Context: an optimization exercise on an open-source flow, tuned for small area, a short achievable clock period and few clock cycles per item. The choices shown serve that exercise and are no tape-out recipe.
The RTL was checked by simulation tests, not by an equivalence proof against the original design.
No activity file was given, so power comes from the tool's default toggle rates.

==> flow/design.v <==
module twn_round_f (
    input  wire [23:0] x,
    input  wire [23:0] key,
    output wire [23:0] f
);
    wire [23:0] rot1 = {x[22:0], x[23]};
    wire [23:0] rot2 = {x[21:0], x[23:22]};
    wire [23:0] rot8 = {x[15:0], x[23:16]};
    assign f = (rot1 & rot8) ^ rot2 ^ key;
endmodule
module twn_diffuser #(
    parameter integer FIRST = 0,
    parameter integer COUNT = 8
) (
    input  wire        inv,
    input  wire [47:0] x,
    output wire [47:0] y
);
    wire [23:0] l [0:COUNT];
    wire [23:0] r [0:COUNT];
    assign l[0] = x[47:24];
    assign r[0] = x[23:0];
    genvar i;
    generate
        for (i = 0; i < COUNT; i = i + 1) begin : g_round
            localparam [23:0] KEY_FWD = 24'h9E3779 * (FIRST + i + 1);
            localparam [23:0] KEY_INV = 24'h9E3779 * (8 - FIRST - i);
            wire [23:0] f;
            twn_round_f u_f (.x(r[i]), .key(inv ? KEY_INV : KEY_FWD), .f(f));
            assign l[i+1] = r[i];
            assign r[i+1] = l[i] ^ f;
        end
    endgenerate
    assign y = {l[COUNT], r[COUNT]};
endmodule
module twn_bitpacker (
    input  wire        clk,
    input  wire        rst,
    input  wire        en,         
    input  wire [1:0]  op,         
    input  wire        rd_sel,     
    input  wire [7:0]  imm,
    input  wire [63:0] a,
    output reg  [3:0]  status,
    output wire [63:0] result      
);
    localparam [3:0] ST_OK        = 4'd0;
    localparam [3:0] ST_OVERFLOW  = 4'd1;
    localparam [3:0] ST_UNDERFLOW = 4'd2;
    localparam [3:0] ST_TOO_WIDE  = 4'd3;
    localparam [3:0] ST_RANGE     = 4'd4;
    localparam [1:0] OP_INIT   = 2'd0;
    localparam [1:0] OP_APPEND = 2'd1;
    localparam [1:0] OP_READ   = 2'd2;
    localparam [1:0] OP_STAT   = 2'd3;
    reg [143:0] buf_q;
    reg [7:0]   wp_q;
    reg [7:0]   avail_q;
    reg [7:0]   free_q;
    integer j, k;
    wire        width_bad = (imm == 8'd0) || (imm > 8'd64);
    reg  [63:0] lmask;
    always @(*)
        for (j = 0; j < 64; j = j + 1)
            lmask[j] = imm[6] || (j < imm[5:0]);
    wire        too_wide  = ((a & ~lmask) != 64'd0);
    wire [8:0]  free_rem  = {1'b0, free_q}  - {1'b0, imm};
    wire [8:0]  avail_rem = {1'b0, avail_q} - {1'b0, imm};
    wire        overflow  = free_rem[8];
    wire        underflow = avail_rem[8];
    always @(*) begin
        status = ST_OK;
        case (op)
            OP_INIT: begin
                if (imm > 8'd144) status = ST_RANGE;
            end
            OP_APPEND: begin
                if (width_bad)     status = ST_RANGE;
                else if (too_wide) status = ST_TOO_WIDE;
                else if (overflow) status = ST_OVERFLOW;
            end
            OP_READ: begin
                if (width_bad)      status = ST_RANGE;
                else if (underflow) status = ST_UNDERFLOW;
            end
            default: ;
        endcase
    end
    wire ok = en && (status == ST_OK);
    always @(posedge clk) begin
        if (rst) begin
            wp_q    <= 8'd0;
            avail_q <= 8'd0;
            free_q  <= 8'd0;
        end else if (ok) begin
            case (op)
                OP_INIT: begin
                    wp_q    <= 8'd0;
                    avail_q <= 8'd0;
                    free_q  <= imm;
                end
                OP_APPEND: begin
                    wp_q    <= wp_q + imm;
                    avail_q <= avail_q + imm;
                    free_q  <= free_rem[7:0];
                end
                OP_READ: avail_q <= avail_rem[7:0];
                default: ;
            endcase
        end
    end
    wire [7:0] amt = rd_sel ? avail_rem[7:0] : (8'd144 - imm);
    function automatic [143:0] rotr144(input [143:0] v, input integer s);
        rotr144 = (v >> s) | (v << (144 - s));
    endfunction
    reg [143:0] rot;
    always @(*) begin
        rot = buf_q;
        for (k = 0; k < 8; k = k + 1)
            if (amt[k])
                rot = rotr144(rot, (1 << k) % 144);
    end
    always @(posedge clk) begin
        if (ok && op == OP_APPEND && !rst)
            buf_q <= {rot[143:64], (rot[63:0] & ~lmask) | a};
    end
    wire [7:0] rp_now  = wp_q - avail_q;
    wire [7:0] cap_now = wp_q + free_q;
    assign result = (op == OP_READ)  ? (rot[63:0] & lmask) :
                    (op == OP_STAT)  ? {32'd0, avail_q, cap_now, rp_now, wp_q} :
                                       64'd0;
endmodule
module twn_core (
    input  wire        clk,
    input  wire        rst,           
    input  wire        cmd_valid,
    output wire        cmd_ready,
    input  wire [15:0] cmd_cw,
    input  wire [63:0] cmd_a,
    output reg         rsp_valid,
    output reg  [3:0]  rsp_status,
    output wire [63:0] rsp_result
);
    localparam [3:0] ST_OK      = 4'd0;
    localparam [3:0] ST_RANGE   = 4'd4;
    localparam [3:0] ST_ILLEGAL = 4'd8;
    localparam integer SPLIT = 5;     
    wire [3:0] opc  = cmd_cw[15:12];
    wire [3:0] len  = cmd_cw[11:8];
    wire [7:0] imm  = cmd_cw[7:0];
    wire fmt_z_ok = (len == 4'd0) && (imm == 8'd0);
    wire fmt_i_ok = (len == 4'd0);
    wire is_nop  = (opc == 4'h0) && fmt_z_ok;
    wire is_init = (opc == 4'h6) && fmt_i_ok;
    wire is_app  = (opc == 4'h7) && fmt_i_ok;
    wire is_read = (opc == 4'h8) && fmt_i_ok;
    wire is_stat = (opc == 4'h9) && fmt_z_ok;
    wire is_fwd  = (opc == 4'hA) && fmt_z_ok;
    wire is_inv  = (opc == 4'hB) && fmt_z_ok;
    wire is_bp   = is_init || is_app || is_read || is_stat;
    wire is_diff = is_fwd || is_inv;
    assign cmd_ready = 1'b1;
    wire accept = cmd_valid;
    wire [1:0]  bp_op = is_init ? 2'd0 : is_app ? 2'd1 : is_read ? 2'd2 : 2'd3;
    wire [3:0]  bp_status;
    wire [63:0] bp_result;
    twn_bitpacker u_bp (
        .clk    (clk),
        .rst    (rst),
        .en     (accept && is_bp),
        .op     (bp_op),
        .rd_sel (opc[3]),
        .imm    (imm),
        .a      (cmd_a),
        .status (bp_status),
        .result (bp_result)
    );
    wire        inv_a      = opc[0];
    wire        diff_range = (cmd_a[63:48] != 16'd0);
    wire [47:0] diff_in    = inv_a ? {cmd_a[23:0], cmd_a[47:24]} : cmd_a[47:0];
    wire [47:0] diff_mid;
    twn_diffuser #(.FIRST(0), .COUNT(SPLIT)) u_diff_a (
        .inv (inv_a),
        .x   (diff_in),
        .y   (diff_mid)
    );
    reg [3:0] status;
    always @(*) begin
        if (is_bp)
            status = bp_status;
        else if (is_diff)
            status = diff_range ? ST_RANGE : ST_OK;
        else if (is_nop)
            status = ST_OK;
        else
            status = ST_ILLEGAL;
    end
    reg [63:0] res_q;       
    reg        diff_q;      
    reg        bp_q;        
    reg        inv_q;
    always @(posedge clk) begin
        if (rst)
            rsp_valid <= 1'b0;
        else
            rsp_valid <= accept;
        rsp_status <= status;
        res_q      <= is_diff ? {16'd0, diff_mid} : bp_result;
        diff_q     <= is_diff && !diff_range;
        bp_q       <= is_bp && (bp_status == ST_OK);
        inv_q      <= inv_a;
    end
    wire [47:0] diff_out;
    twn_diffuser #(.FIRST(SPLIT), .COUNT(8 - SPLIT)) u_diff_b (
        .inv (inv_q),
        .x   (res_q[47:0]),
        .y   (diff_out)
    );
    wire [47:0] diff_res = inv_q ? {diff_out[23:0], diff_out[47:24]} : diff_out;
    assign rsp_result = diff_q ? {16'd0, diff_res} : bp_q ? res_q : 64'd0;
endmodule
==> flow/config.mk <==
export PLATFORM = sky130hd
export DESIGN_NAME = twn_core
export DESIGN_NICKNAME = twn_core
export VERILOG_FILES = /design/flow/design.v
export SDC_FILE = /design/flow/constraint.sdc
export NUM_CORES = 4
export LEC_CHECK = 0
export ABC_CLOCK_PERIOD_IN_PS = 4000
export CAP_MARGIN = 20
export CORE_MARGIN = 2
export CORE_UTILIZATION = 40
export SETUP_SLACK_MARGIN = 2.8
export SLEW_MARGIN = 20
==> flow/constraint.sdc <==
create_clock -name core_clock -period 8.0 [get_ports {clk}]
set_input_delay 1.6000 -clock core_clock [delete_from_list [all_inputs] [get_ports {clk}]]
set_output_delay 1.6000 -clock core_clock [all_outputs]
set_load 0.01 [all_outputs]
standard.sh (not shown) runs the stock make flow with config.mk's settings and CLKGATE_MAP_FILE= SYNTH_SCRIPT=/design/flow/synth_recipe.tcl, a recipe that flattens the netlist after the stock synthesis.
==> flow/flow/run.sh <==
#!/bin/bash
# The standard layout, with the ports buffered by buf_2 cells instead of the
# buffer_ports default. Everything else is the standard flow's own flow (standard.sh).
set -euo pipefail
bash standard.sh "BUFFER_PORTS_ARGS=-buffer_cell sky130_fd_sc_hd__buf_2" finish > orfs_make.log 2>&1
Testbench counts at the start, summed over its fixed seeds: cycles 43,275, commands 43,267.
==> next run, changes <==
--- a/flow/design.v
+++ b/flow/design.v
@@ -43,5 +43,6 @@
     input  wire [63:0] a,
     output reg  [3:0]  status,
-    output wire [63:0] result      
+    output wire [63:0] rd_bits,    
+    output wire [31:0] stat_word   
 );
     localparam [3:0] ST_OK        = 4'd0;
@@ -127,7 +128,6 @@
     wire [7:0] rp_now  = wp_q - avail_q;
     wire [7:0] cap_now = wp_q + free_q;
-    assign result = (op == OP_READ)  ? (rot[63:0] & lmask) :
-                    (op == OP_STAT)  ? {32'd0, avail_q, cap_now, rp_now, wp_q} :
-                                       64'd0;
+    assign rd_bits   = rot[63:0];
+    assign stat_word = {avail_q, cap_now, rp_now, wp_q};
 endmodule
 module twn_core (
@@ -164,5 +164,6 @@
     wire [1:0]  bp_op = is_init ? 2'd0 : is_app ? 2'd1 : is_read ? 2'd2 : 2'd3;
     wire [3:0]  bp_status;
-    wire [63:0] bp_result;
+    wire [63:0] rd_bits;
+    wire [31:0] stat_word;
     twn_bitpacker u_bp (
         .clk    (clk),
@@ -174,5 +175,6 @@
         .a      (cmd_a),
         .status (bp_status),
-        .result (bp_result)
+        .rd_bits   (rd_bits),
+        .stat_word (stat_word)
     );
     wire        inv_a      = opc[0];
@@ -199,4 +201,6 @@
     reg        diff_q;      
     reg        bp_q;        
+    reg        rd_q;        
+    reg [6:0]  w_q;         
     reg        inv_q;
     always @(posedge clk) begin
@@ -206,7 +210,10 @@
             rsp_valid <= accept;
         rsp_status <= status;
-        res_q      <= is_diff ? {16'd0, diff_mid} : bp_result;
+        res_q      <= opc[1] ? {16'd0, diff_mid} :
+                      opc[0] ? {32'd0, stat_word} : rd_bits;
         diff_q     <= is_diff && !diff_range;
-        bp_q       <= is_bp && (bp_status == ST_OK);
+        bp_q       <= (is_read || is_stat) && (bp_status == ST_OK);
+        rd_q       <= opc[3] && !opc[0];
+        w_q        <= imm[6:0];
         inv_q      <= inv_a;
     end
@@ -218,4 +225,10 @@
     );
     wire [47:0] diff_res = inv_q ? {diff_out[23:0], diff_out[47:24]} : diff_out;
-    assign rsp_result = diff_q ? {16'd0, diff_res} : bp_q ? res_q : 64'd0;
-endmodule
+    reg  [63:0] therm;
+    integer j;
+    always @(*)
+        for (j = 0; j < 64; j = j + 1)
+            therm[j] = (j < w_q[5:0]);
+    wire [63:0] keep = therm | {64{w_q[6] | !rd_q}};
+    assign rsp_result = diff_q ? {16'd0, diff_res} : bp_q ? (res_q & keep) : 64'd0;
+endmodule
Outcome: Clock power went down by 12%. Combinational power rose by 94%. Clock-buffer cell count decreases by 5. Core utilization came out lower by 0.58 points. Final area grows by 0.84%. Die area goes up by 2.3%. Maximum frequency increases by 0.96%. Hold slack improves by 0.056 ns. Wire length goes up by 6.6%. Sequential power came out higher by 35%. Global-route usage climbs by 1.6 points.
Testbench counts after the change, summed over its fixed seeds: cycles 43,275, commands 43,267.

-- port drivers added, routing unchanged --
The flow's constraints put no driver on any port. The routed layouts listed below were extracted and timed again, unchanged, in two steps.
Step 1: set_driving_cell puts a clkbuf_16 on clk and a buf_2 on each other input, an assumption about the parent block.
Step 2 also shifts input and output timing later by t, the mid clock arrival at the registers, as if the neighbouring blocks saw the same clock.
Three values: ideal, step 1, step 2; two values: the first two.
run | t (ns) | setup WS [ns] | hold WS [ns]
the first run | 0.637 | 2.696 / 2.699 / 2.061 | 0.478 / 0.478 / 0.478
the second run | 0.681 | 2.746 / 2.743 / 2.061 | 0.534 / 0.534 / 0.534
After both steps every run listed still meets setup and hold. The setup slack of the second run, which loses most, moves by -0.003 ns with the drivers and by -0.685 ns with both steps.
